Context: an optimization exercise on an open-source flow, tuned for small area. The choices shown serve that exercise and are no tape-out recipe.
In this exercise RTL edits were held to simulation tests only and were not proved equivalent to the original.
No activity file was given, so power comes from the tool's default toggle rates.

==> job 3957: inputs <==
// mtmc16_core
module mtmc16_core (
    input  wire        clk,
    input  wire        rst,
    input  wire [15:0] bp_init,
    output wire        mem_req,
    output wire        mem_we,
    output wire        mem_word,
    output wire [11:0] mem_addr,
    output wire [15:0] mem_wdata,
    input  wire        mem_gnt,
    input  wire        mem_rvalid,
    input  wire [15:0] mem_rdata,
    output wire [1:0]  status,
    output wire [2:0]  fault_cause,
    output wire [16:0] fault_info,
    input  wire [4:0]  dbg_sel,
    output wire [15:0] dbg_data
);
make LEC_CHECK=0 CAP_MARGIN=20 CORE_MARGIN=2 CORE_UTILIZATION=40 SLEW_MARGIN=20 finish   # period 45.0 ns
run.sh (not shown) runs the stock make flow with config.mk's settings and CLKGATE_MAP_FILE= SYNTH_SCRIPT=/design/flow/synth_recipe.tcl, a recipe that flattens the netlist after the stock synthesis.
==> job 9969 (differences from job 3957) <==
--- a/flow/design.v
+++ b/flow/design.v
@@ -42,18 +42,17 @@
         S_SE1  = 6'd6,    
         S_SE2  = 6'd7,    
         S_SE3  = 6'd8,    
         S_SE4  = 6'd9,    
         S_A1   = 6'd10,   
         S_AL   = 6'd11,   
-        S_NA   = 6'd12,   
         S_NB   = 6'd13,   
         S_CLR  = 6'd14,   
         S_LOOP = 6'd15,   
         S_POST = 6'd16,   
-        S_MV   = 6'd17,   
+        S_INIT = 6'd17,   
         S_FIN  = 6'd18,   
         S_WB   = 6'd19,   
         S_MW   = 6'd20,   
         S_RD1  = 6'd21,   
         S_SP2  = 6'd22,   
         S_SP3  = 6'd23,   
@@ -81,13 +80,15 @@
         S_R10  = 6'd45,   
         S_JAL  = 6'd46,   
         S_HALT = 6'd47;
     localparam [1:0] X_0 = 2'd0, X_RP = 2'd1, X_A = 2'd2, X_C = 2'd3;
     localparam [1:0] Y_0 = 2'd0, Y_B = 2'd1, Y_IMM = 2'd2, Y_K = 2'd3;
     localparam [1:0] L_ADD = 2'd0, L_AND = 2'd1, L_OR = 2'd2, L_XOR = 2'd3;
-    reg [15:0] x [0:15];
+    reg [15:0] rg [0:14];            
+    reg [3:0]  off;
+    reg [15:0] pc;
     reg        tflag;
     reg [15:0] ir;
     reg [15:0] A, B;
     reg [16:0] C;
     reg [5:0]  state;
     reg        wresp;                
@@ -129,16 +130,25 @@
     reg        mem_st, m_we, m_word;  
     reg  [5:0] nxt;
     reg        ldcnt, deccnt, ldneg, negval, ldIR;
     reg  [3:0] cntval;
     reg        do_halt;
     reg  [2:0] hcause;
-    wire [15:0] RP = x[halted ? dbg_sel[3:0] : rsel];
+    wire [3:0] rs   = halted ? dbg_sel[3:0] : rsel;
+    wire       rdis = halted & dbg_sel[4];
+    wire [4:0] rdif = {1'b0, rs} - {1'b0, off};
+    wire [3:0] phys = rdif[4] ? rdif[3:0] + 4'd15 : rdif[3:0];
+    reg  [15:0] RP;
+    integer k;
+    always @(*) begin
+        RP = (rs == 4'd15 && !rdis) ? pc : 16'd0;
+        for (k = 0; k < 15; k = k + 1)
+            RP = RP | (rg[k] & {16{phys == k && rs != 4'd15 && !rdis}});
+    end
     wire [16:0] R;
     wire        Rz = (R[15:0] == 16'd0);
-    wire fneg_a = A[15] & a_dm;
     wire sat  = (B[15:4] != 12'd0);
     wire dw   = (mem_rdata[15:12] == 4'h1 && mem_rdata[11:8] == 4'hF) ||
                 (mem_rdata[15:12] == 4'h2 && mem_rdata[11:8] == 4'hF) ||
                 (mem_rdata[15:12] == 4'h8 && mem_rdata[11:8] <= 4'h9);
     wire inr  = (C[16:12] == 5'd0) && !(m_word && C[11:0] == 12'hFFF);
     reg cmp;
@@ -287,63 +297,55 @@
             4'h6: lmode = L_OR;
             4'h7: lmode = L_XOR;
             4'hC: begin xinv = 1'b1; ysel = Y_0; end
             4'hE: begin xinv = 1'b1; ysel = Y_0; cin = 1'b1; end
             default: ;
             endcase
-            if (a_mul) begin
-                ldcnt = 1'b1; cntval = 4'd0; nxt = S_CLR;
-            end else if (a_dm) begin
-                xsel = X_0;                                           
+            if (a_mul || a_sh) begin                                  
+                xsel = X_0; ysel = Y_0; ldC = 1'b1; ldcnt = 1'b1;
+                cntval = a_shl ? (sat ? 4'd0 : B[3:0]) : a_shr ? (4'd0 - B[3:0]) : 4'd0;
+                ldneg = 1'b1; negval = a_shr & A[15] & sat;
+                nxt = (a_shl ? (!sat && B[3:0] == 4'd0) : (a_shr && sat)) ? S_FIN : S_LOOP;
+            end else if (a_dm) begin                                  
+                ysel = Y_0; xinv = A[15]; cin = A[15]; ldA = 1'b1;
                 ldneg = 1'b1; negval = a_div ? (A[15] ^ B[15]) : A[15];
-                nxt = Rz ? S_DZ : S_NA;
-            end else if (a_sh) begin
-                ldneg = 1'b1; negval = a_shr & A[15] & sat; nxt = S_NA;
+                nxt = S_NB;
             end else if (a_mm) begin
                 yinv = 1'b1; cin = 1'b1;                              
                 ldT = 1'b1; tval = aop[0] ? !R[16] : (R[16] || Rz);
                 nxt = S_FIN;
             end else if (a_lnot) begin
                 ysel = Y_0; ldT = 1'b1; tval = Rz; nxt = S_FIN;
             end else begin
                 ldB = 1'b1; ldT = 1'b1; tval = !Rz; nxt = S_WB;
             end
         end
-        S_NA: begin                                                  
-            xsel = X_A; xinv = fneg_a; cin = fneg_a; ldA = 1'b1;
-            nxt = a_dm ? S_NB : S_CLR;
-        end
         S_NB: begin                                                  
-            ysel = Y_B; yinv = B[15]; cin = B[15]; ldB = 1'b1; nxt = S_CLR;
+            ysel = Y_B; yinv = B[15]; cin = B[15]; ldB = 1'b1;
+            nxt = Rz ? S_DZ : S_CLR;
         end
         S_CLR: begin
-            ldC = 1'b1; ldcnt = 1'b1;
-            cntval = a_shl ? (sat ? 4'd0 : B[3:0]) : a_shr ? (4'd0 - B[3:0]) : 4'd0;
-            nxt = (a_shl ? (!sat && B[3:0] == 4'd0) : (a_shr && sat)) ? S_POST : S_LOOP;
+            ldC = 1'b1; ldcnt = 1'b1; cntval = 4'd0; nxt = S_LOOP;
         end
         S_LOOP: begin
             xsel = X_C; xsh = 1'b1; ldC = 1'b1; shA = 1'b1; deccnt = 1'b1;
             if (a_mul) ysel = A[15] ? Y_B : Y_0;
             else if (a_dm) begin ysel = Y_B; ysgn = 1'b0; yinv = !C[16]; cin = !C[16]; end
-            if (cnt == 4'd1) nxt = S_POST;
+            if (cnt == 4'd1) nxt = a_dm ? S_POST : S_FIN;
         end
         S_POST: begin
-            xsel = X_C; ysel = (a_dm && C[16]) ? Y_B : Y_0; ysgn = 1'b0; ldC = a_dm;
-            nxt = (a_mod || a_shr) ? S_MV : S_FIN;
-        end
-        S_MV: begin
-            xsel = X_C; ldA = 1'b1; nxt = S_FIN;
+            xsel = X_C; ysel = C[16] ? Y_B : Y_0; ysgn = 1'b0; ldC = 1'b1; nxt = S_FIN;
         end
         S_FIN: begin
             ldB = 1'b1; ldT = 1'b1; tval = !Rz; nxt = S_WB;
             if (a_lnot) cin = tflag;
             else if (a_mm) begin
                 if (tflag) xsel = X_A; else ysel = Y_B;
-            end else if (a_mul) xsel = X_C;
-            else begin
-                xsel = X_A; xinv = fneg; cin = fneg & a_dm;
+            end else begin
+                xsel = (a_mul || a_mod || a_shr) ? X_C : X_A;
+                xinv = fneg & (a_dm | a_sh); cin = fneg & a_dm;
             end
         end
         S_WB: begin
             if (c_alu) begin ysel = Y_B; wen = 1'b1; nxt = S_F0; end
             else if (a_unary) nxt = S_MW;
             else begin
@@ -438,24 +440,30 @@
             mem_st = 1'b1; m_word = !ls_byte;
             if (wresp && mem_rvalid) begin ldB = 1'b1; nxt = S_M3; end
         end
         S_M3: begin
             ysel = Y_B; wen = 1'b1; wsel = (c_memr) ? f0 : f1; nxt = S_F0;
         end
+        S_INIT: begin
+            ysel = Y_K; kval = 3'd0; wen = 1'b1; wsel = off; ldT = 1'b1;
+            if (off == 4'd14) nxt = S_F0;
+        end
         default: begin
             nxt = S_HALT;
         end
         endcase
+        if (wen && wsel != 4'd15 && wsel != off) nxt = state;
         if (mem_st && !wresp) begin
             if (!inr) begin
                 do_halt = 1'b1; hcause = 3'd1;
             end else if (!(mem_gnt && m_we)) nxt = state;
         end
         if (do_halt) nxt = S_HALT;
         if (rst) begin
             xsel = X_0; ysel = Y_0; lmode = L_ADD; xinv = 1'b0; yinv = 1'b0; cin = 1'b0;
+            wen = 1'b1; wsel = 4'd15;
         end
     end
     reg [16:0] X, Y;
     reg [15:0] imm;
     always @(*) begin
         case (xsel)
@@ -471,13 +479,14 @@
             default: imm = ir;
         endcase
         case (ysel)
             Y_0:   Y = 17'd0;
             Y_B:   Y = {B[15] & ysgn, B};
             Y_IMM: Y = {1'b0, imm};
-            default: Y = {14'd0, kval};
+            default: Y = (state == S_INIT) ? ((off == 4'd14) ? {1'b0, bp_init} :
+                                              {4'd0, off == 4'd13, 12'd0}) : {14'd0, kval};
         endcase
         Y = Y ^ {17{yinv}};
     end
     mtmc16_alu u_alu (.mode(lmode), .x(X), .y(Y), .cin(cin), .r(R));
     assign mem_req     = mem_st && !wresp && inr && !halted;
     assign mem_we      = m_we;
@@ -486,27 +495,24 @@
     assign mem_wdata   = B;
     assign status      = !halted ? 2'd0 : (cause == 3'd0) ? 2'd1 : (cause == 3'd3) ? 2'd3 : 2'd2;
     assign fault_cause = cause;
     assign fault_info  = C & {17{halted}};
     assign dbg_data    = dbg_sel[4] ? {15'd0, tflag & (dbg_sel[3:0] == 4'd0)} : RP;
     wire [15:0] WD = R[15:0];
-    genvar gi;
-    generate
-        for (gi = 0; gi < 16; gi = gi + 1) begin : g_x
-            wire we = rst | (wen && wsel == gi);
-            wire [15:0] d = (gi == 14) ? (rst ? bp_init : WD) :
-                            (gi == 13) ? {WD[15:13], WD[12] | rst, WD[11:0]} : WD;
-            always @(posedge clk)
-                if (we) x[gi] <= d;
-        end
-    endgenerate
+    integer gi;
+    always @(posedge clk) begin
+        for (gi = 0; gi < 14; gi = gi + 1)
+            rg[gi] <= rg[gi + 1];
+        rg[14] <= (wen && wsel == off) ? WD : rg[0];
+        off <= (rst || off == 4'd14) ? 4'd0 : off + 4'd1;
+        if (wen && wsel == 4'd15) pc <= WD;
+    end
     always @(posedge clk) begin
         if (rst) begin
-            state  <= S_F0;
+            state  <= S_INIT;
             wresp  <= 1'b0;
-            tflag  <= 1'b0;
             cause  <= 3'd0;
         end else begin
             state <= nxt;
             if (mem_st && !wresp && inr && mem_gnt && !m_we) wresp <= 1'b1;
             if (wresp && mem_rvalid) wresp <= 1'b0;
             if (ldT) tflag <= tval;
==> qor summary <==
Top_reg_cell synth: job 3957 edfxtp_1; job 9969 dfxtp_1
Net count after synthesis: job 3957 2138; job 9969 2175
Non-filler instance count after layout: job 3957 2812; job 9969 2771
Register share of the cell area: job 3957 0.418; job 9969 0.357
Share of synthesized area spent on multiplexers: job 3957 0.0209; job 9969 0.0247
HPWL after detailed placement: job 3957 57700 um; job 9969 55800 um
Outcome: job 3957 complete, no violations; job 9969 complete, no violations
First-iteration detailed-routing DRC count: job 3957 2728; job 9969 2358
Minimum setup slack in the final design: job 3957 22.66 ns; job 9969 21.92 ns
Power in the clock group: job 3957 0.000326 W; job 9969 0.000306 W
Post-synthesis compound-gate area fraction: job 3957 0.223; job 9969 0.265
Most common cell after layout, fill and taps aside: job 3957 edfxtp_1; job 9969 dfxtp_1
Share of total power consumed by net switching: job 3957 0.463; job 9969 0.453
Utilization of the core after routing: job 3957 0.464; job 9969 0.465
Met1 Routed Length: job 3957 34700 um; job 9969 33000 um
Hold worst-path end: job 3957 cause[2]$_SDFFE_PP0P_; job 9969 rg[10][6]$_DFF_P_
Sequential area share after synthesis: job 3957 0.479; job 9969 0.412
Leakage: job 3957 8.14 nW; job 9969 7.85 nW
Post-layout minimum cycle time: job 3957 22.34 ns; job 9969 23.08 ns
Setup slack on the worst flop-to-flop path: job 3957 34.20 ns; job 9969 33.76 ns
First-pass GRT wire length: job 3957 121000 um; job 9969 113000 um
Number of multi-input combinational cells: job 3957 1521; job 9969 1543
Grt met2 use: job 3957 0.456; job 9969 0.483
Maximum number of pins on one net before global-route repair: job 3957 58; job 9969 56
Placer Congestion: job 3957 0.993; job 9969 1.01

[afterwards: timing with drivers on the ports]
In the flow no input, the clock included, has a driving cell. The finished layouts below were timed again as built, in two steps. Step 1 sets driving cells, clkbuf_16 on the clock port and buf_2 on the other inputs (assumed; they add their load-dependent delay and slew). Step 2 moves the port delays by t, midway between the first and last clock arrival at a register: inputs arrive t later, outputs are due t later. That takes back most of the time a late clock gives input paths. a / b / c = no drivers / after step 1 / after step 2; a / b = the first two.
| run | t (ns) | slack for setup (ns) | worst data-port slew with drivers (ns) |
|---|---|---|---|
| job 3957 | 0.631 | 22.658 / 22.626 / 22.626 | 0.04 |
| job 9969 | 0.595 | 21.924 / 21.897 / 21.897 | 0.04 |
After both steps setup and hold are still met in every run listed. For job 3957, which loses most, drivers alone change the setup slack by -0.032 ns; drivers and shift together by -0.032 ns.
